This is an optimization exercise on Yosys and OpenROAD, whose aim is small area and few clock cycles per item, not a production implementation.
In this exercise RTL edits were held to simulation tests only and were not proved equivalent to the original.
Power figures rest on the tool's default switching activity, not on a simulated workload.

Setup of tundra:
Design softspi_exp, start of the top module:
module softspi_exp (
    input  wire        clk,
    input  wire        rst,           
    input  wire        cmd_valid,
    output wire        cmd_ready,
    input  wire [31:0] cmd,
    input  wire [31:0] now,           
    output reg         rsp_valid,
    output wire [15:0] rsp_data,
    output reg         rsp_refused,
    output reg         pins_oe,
    output reg         out_data,
    output reg         out_clk,
    output reg         out_latch,
    output reg         in_latch,
    output reg         in_clk,
    input  wire        in_data,
    output reg         dac_cs,
    output reg         dac_data,
    output reg         adc_convst,
    input  wire        adc_data
);
Size: ~910 cells after synthesis, ~97 I/O pins, about 10000 um^2 of cells after synthesis.
export LEC_CHECK = 0
export CAP_MARGIN = 20
export CORE_MARGIN = 2
export CORE_UTILIZATION = 65
export SLEW_MARGIN = 20
create_clock -name core_clock -period 10.0 [get_ports {clk}]
standard.sh (not shown) runs the stock make flow with config.mk's settings and CLKGATE_MAP_FILE= SYNTH_SCRIPT=/design/flow/synth_recipe.tcl, a recipe that flattens the netlist after the stock synthesis.
==> flow/flow/run.sh <==
#!/bin/bash
# The standard ORFS layout (standard.sh, unchanged synthesis, floorplan, power grid,
# placement, routing), with these changes:
#  - port buffers: one buf_1 per input and output port (buffer_ports -buffer_cell),
#    instead of the larger cell buffer_ports picks by default;
#  - before placement's repair_design, flow/downsize.tcl puts combinational cells at
#    their smallest drive strength (repair_design and the timing repair after clock
#    tree synthesis size them up again where needed; flip-flops are not touched);
#  - clock tree: clkbuf_8 buffers, sink clusters of up to 16 flip-flops within 60 um,
#    no dummy loads.
# The make output goes to standard_flow.log; ORFS keeps each step's log under orfs/logs/.
set -euo pipefail
here=$(pwd)
bash standard.sh \
  "BUFFER_PORTS_ARGS=-buffer_cell sky130_fd_sc_hd__buf_1" \
  "PRE_RESIZE_TCL=$here/flow/downsize.tcl" \
  "CTS_ARGS=-sink_clustering_enable -repair_clock_nets -dont_use_dummy_load -buf_list sky130_fd_sc_hd__clkbuf_8 -sink_clustering_size 16 -sink_clustering_max_diameter 60" \
  finish > standard_flow.log 2>&1
==> flow/flow/downsize.tcl <==
# Before repair_design: put each combinational cell at the smallest drive
# strength of its function; repair_design (and the later timing repair)
# upsizes or buffers again wherever slew, capacitance or timing need it.
# Flip-flops, buffers, inverters of the clock and fill/tap cells are left alone.
set dont_use $::env(DONT_USE_CELLS)
set n 0
foreach inst [get_cells *] {
  set cell [get_property $inst ref_name]
  if {![regexp {^(sky130_fd_sc_hd__[a-z0-9]+)_([0-9]+)$} $cell -> base drv]} { continue }
  if {[regexp {__(df|ed|sdf|dl|clk|buf|tap|fill|decap|conb|diode)} $cell]} { continue }
  set best ""
  set best_area [get_property [get_lib_cells */$cell] area]
  foreach d {0 1 2} {
    set cand ${base}_$d
    if {$cand eq $cell || [lsearch -exact $dont_use $cand] >= 0} { continue }
    set lc [get_lib_cells -quiet */$cand]
    if {[llength $lc] == 0} { continue }
    set a [get_property $lc area]
    if {$a < $best_area} { set best $cand; set best_area $a }
  }
  if {$best ne ""} {
    replace_cell $inst $best
    incr n
  }
}
puts "downsize.tcl: resized $n cells to a smaller drive strength"
Testbench counts of tundra, summed over its fixed seeds: cycles 519,869, items 2,406.
Edits applied to the flow inputs when going from tundra to willow:
-- flow/design.v --
<<< tundra, line 85
    wire go_rsp  = go_rpin | go_rch;
    wire   accept    = cmd_valid && cmd_ready;
    reg [6:0] rch_tgt;
    always @(*) begin
        case (ridx[2:0])
            3'd0: rch_tgt = 7'd90;
            3'd1: rch_tgt = 7'd58;
            3'd2: rch_tgt = 7'd26;
            3'd3: rch_tgt = 7'd122;
            3'd4: rch_tgt = 7'd91;
            3'd5: rch_tgt = 7'd59;
            3'd6: rch_tgt = 7'd27;
            default: rch_tgt = 7'd123;
        endcase
    end
    wire [5:0] rch_pre   = rch_tgt[5:0] - 6'd1;
    wire       rch_hit   = (ph_a[5:0] == rch_pre);
    wire       rch_first = (ph_a[6] == rch_tgt[6]);
    wire [15:0] a_tap;
    genvar gj;
    generate
        for (gj = 0; gj < 16; gj = gj + 1) begin : g_tap
            assign a_tap[15 - gj] = (k_first & aring[90 - 6 * gj]) |
                                    (k_second & aring[(154 - 6 * gj) % 128]);
        end
    endgenerate
    wire k_first  = k_rch & rch_first;
    wire k_second = k_rch & ~rch_first;
    assign rsp_data = {a_tap[15:1], a_tap[0] | (k_rpin & iring[15])};
    wire [3:0] rp_k   = {ridx[3], ~ridx[2:0]};
    wire [3:0] rp_pre = {rp_k[3] ^ rp_k[0], rp_k[2:0]} + 4'd14;
>>> willow, line 85
    wire go_rsp  = go_rpin | go_rch;
    wire   accept    = cmd_valid && cmd_ready;
    wire [15:0] a_tap;
    genvar gj;
    generate
        for (gj = 0; gj < 16; gj = gj + 1) begin : g_tap
            assign a_tap[15 - gj] = aring[90 - 6 * gj];
        end
    endgenerate
    assign rsp_data = k_rch ? a_tap : {15'd0, k_rpin & iring[15]};
    reg [6:0] rch_pre;
    always @(*) begin
        case (ridx[2:0])
            3'd0: rch_pre = 7'd89;
            3'd1: rch_pre = 7'd57;
            3'd2: rch_pre = 7'd25;
            3'd3: rch_pre = 7'd121;
            3'd4: rch_pre = 7'd90;
            3'd5: rch_pre = 7'd58;
            3'd6: rch_pre = 7'd26;
            default: rch_pre = 7'd122;
        endcase
    end
    wire rch_hit = (ph_a == rch_pre);
    wire [3:0] rp_k   = {ridx[3], ~ridx[2:0]};
    wire [3:0] rp_pre = {rp_k[3] ^ rp_k[0], rp_k[2:0]} + 4'd14;
- The number of cells on the critical path reported for willow is smaller than that of tundra by 1.
- Cell area | willow vs tundra | willow smaller
- Relative to tundra, the register-to-register slack of willow is lower by 0.29 ns.
- Part of the total power dissipated in the clock network, tundra and willow: lower on tundra
- tundra → willow: DRC marker count from the first detailed-route iteration increased by about 80% relative to the old numbers; peak clock frequency supported by timing decreased by about 2% relative to the old numbers; layout overhead on the synthesized area increased by 0.54 points relative to the old numbers.
- On via count, willow does better than tundra.
- willow against tundra: hold-critical path depth held steady; final setup slack of the worst path dropped 0.091 ns; number of I/O pins did not really move; die span in y -1.2%.
- The lower area after synthesis of tundra and willow is in willow.
- tundra has a higher total die area than willow.
Testbench counts of willow, summed over its fixed seeds: cycles 525,949, items 2,406.

* * *

softspi_exp, a different RTL version from the one above (not shown whole).
For scale: about 950 cells after synthesis, roughly 97 I/O pins, ~0.011 mm^2 of cells after synthesis.
==> flow/design.v (excerpt) <==
module softspi_exp (
    input  wire        clk,
    input  wire        rst,           
    input  wire        cmd_valid,
    output wire        cmd_ready,
    input  wire [31:0] cmd,
    input  wire [31:0] now,           
    output reg         rsp_valid,
    output wire [15:0] rsp_data,
    output reg         rsp_refused,
    output reg         pins_oe,
    output reg         out_data,
    output reg         out_clk,
    output reg         out_latch,
    output reg         in_latch,
    output reg         in_clk,
    input  wire        in_data,
    output reg         dac_cs,
    output reg         dac_data,
    output reg         adc_convst,
    input  wire        adc_data
);
export LEC_CHECK = 0
export CAP_MARGIN = 20
export CORE_MARGIN = 2
export CORE_UTILIZATION = 40
export SLEW_MARGIN = 20
create_clock -name core_clock -period 10.0 [get_ports {clk}]
run.sh (not shown) runs the stock make flow with config.mk's settings and CLKGATE_MAP_FILE= SYNTH_SCRIPT=/design/flow/synth_recipe.tcl, a recipe that flattens the netlist after the stock synthesis.
Stock flow here: none of the scripts above is used.
Testbench counts at the start, summed over its fixed seeds: cycles 523,658, items 2,406.
Then changed:
--- a/flow/design.v
+++ b/flow/design.v
@@ -62,31 +62,35 @@
     wire d_stop  = (c_op == 8'h02) && z23;
     wire d_wpin  = (c_op == 8'h10) && z_hi && (cmd[7:1] == 7'd0);
     wire d_wport = (c_op == 8'h11);
     wire d_scan  = (c_op == 8'h20) && z23;
     wire d_rpin  = (c_op == 8'h21) && z_hi && z_lo;
     wire d_setch = (c_op == 8'h30);
     wire d_conv  = (c_op == 8'h40) && z23;
     wire d_rsmp  = (c_op == 8'h41) && z23;
     wire d_rch   = (c_op == 8'h42) && z_hi && z_lo;
     wire d_task  = (c_op == 8'h50) && z23;
     wire c_legal = d_start | d_stop | d_wpin | d_wport | d_scan | d_rpin |
                    d_setch | d_conv | d_rsmp | d_rch | d_task;
-    wire [5:0]  el_lo  = {1'b0, now[4:0]} - {1'b0, last[4:0]};
-    wire [26:0] el_t   = now[31:5] ^ last[31:5];
-    wire [26:0] el_a   = ~now[31:5] & last[31:5];
-    wire        el_eq  = ~|el_t;
-    wire        el_p1  = el_t[0] & (&(el_t[26:1] ~^ el_a[25:0]));
-    wire        el_hz  = el_lo[5] ? el_p1 : el_eq;
-    wire        due    = primed || !el_hz || (&el_lo[4:1]);
+    wire [32:0] bw;
+    wire [31:0] elapsed;
+    assign bw[0] = 1'b0;
+    genvar gi;
+    generate
+        for (gi = 0; gi < 32; gi = gi + 1) begin : g_sub
+            assign elapsed[gi] = now[gi] ^ last[gi] ^ bw[gi];
+            assign bw[gi + 1]  = (~now[gi] & last[gi]) | (~(now[gi] ^ last[gi]) & bw[gi]);
+        end
+    endgenerate
+    wire        due     = primed || (|elapsed[31:5]) || (&elapsed[4:1]);
     assign cmd_ready = (state == S_IDLE);
     wire   accept    = cmd_valid && cmd_ready;
     wire [15:0] a_tap;
     genvar gj;
     generate
         for (gj = 0; gj < 16; gj = gj + 1) begin : g_tap
             assign a_tap[15 - gj] = aring[90 - 6 * gj];
         end
     endgenerate
     assign rsp_data = k_rch ? a_tap : {15'd0, k_rpin & iring[15]};
     reg [7:0] rch_pre;
     always @(*) begin
Outcome:
- Now the flow reached the layout checks and failed them: setup timing
- cell area is higher by 0.88%
- clock-buffer cell count climbs by 4
- wire length rises by 0.61%
- via count came out lower by 1.9%
- sequential power fell by about 3%
- total power fell by 3.0%
- flip-flop and latch count stays the same
Testbench counts after the change, summed over its fixed seeds: cycles 523,658, items 2,406.

## separate check: timing with driven ports
In the flow no input, the clock included, has a driving cell. The finished layouts below were timed again as built, in two steps.
Step 1, drivers: a clkbuf_16 drives clk and a buf_2 each remaining input, both assumed.
Step 2 times the ports against the registers' clock, not the clock port: input delays grow and output delays shrink by t, the midpoint of the rising clock arrivals with the driver on.
a / b / c = ideal ports / drivers / drivers and shift; a / b = the first two.
| run | shift t [ns] | setup WS [ns] | worst data-port slew with drivers (ns) | cell pins on the clock port's net |
|---|---|---|---|---|
| tundra | 0.561 | 5.297 / 5.316 / 4.754 | 0.05 | 1 |
| willow | 0.573 | 5.207 / 5.221 / 4.648 | 0.08 | 1 |
| the first run of note 2 | 0.589 | 5.527 / 5.481 / 5.021 | 0.06 | 1 |
| the second run of note 2 | 0.591 | -2.993 / -3.001 / -3.592 | 0.07 | 1 |
For the second run of note 2, which loses most, drivers alone change the setup slack by -0.008 ns; drivers and shift together by -0.599 ns.
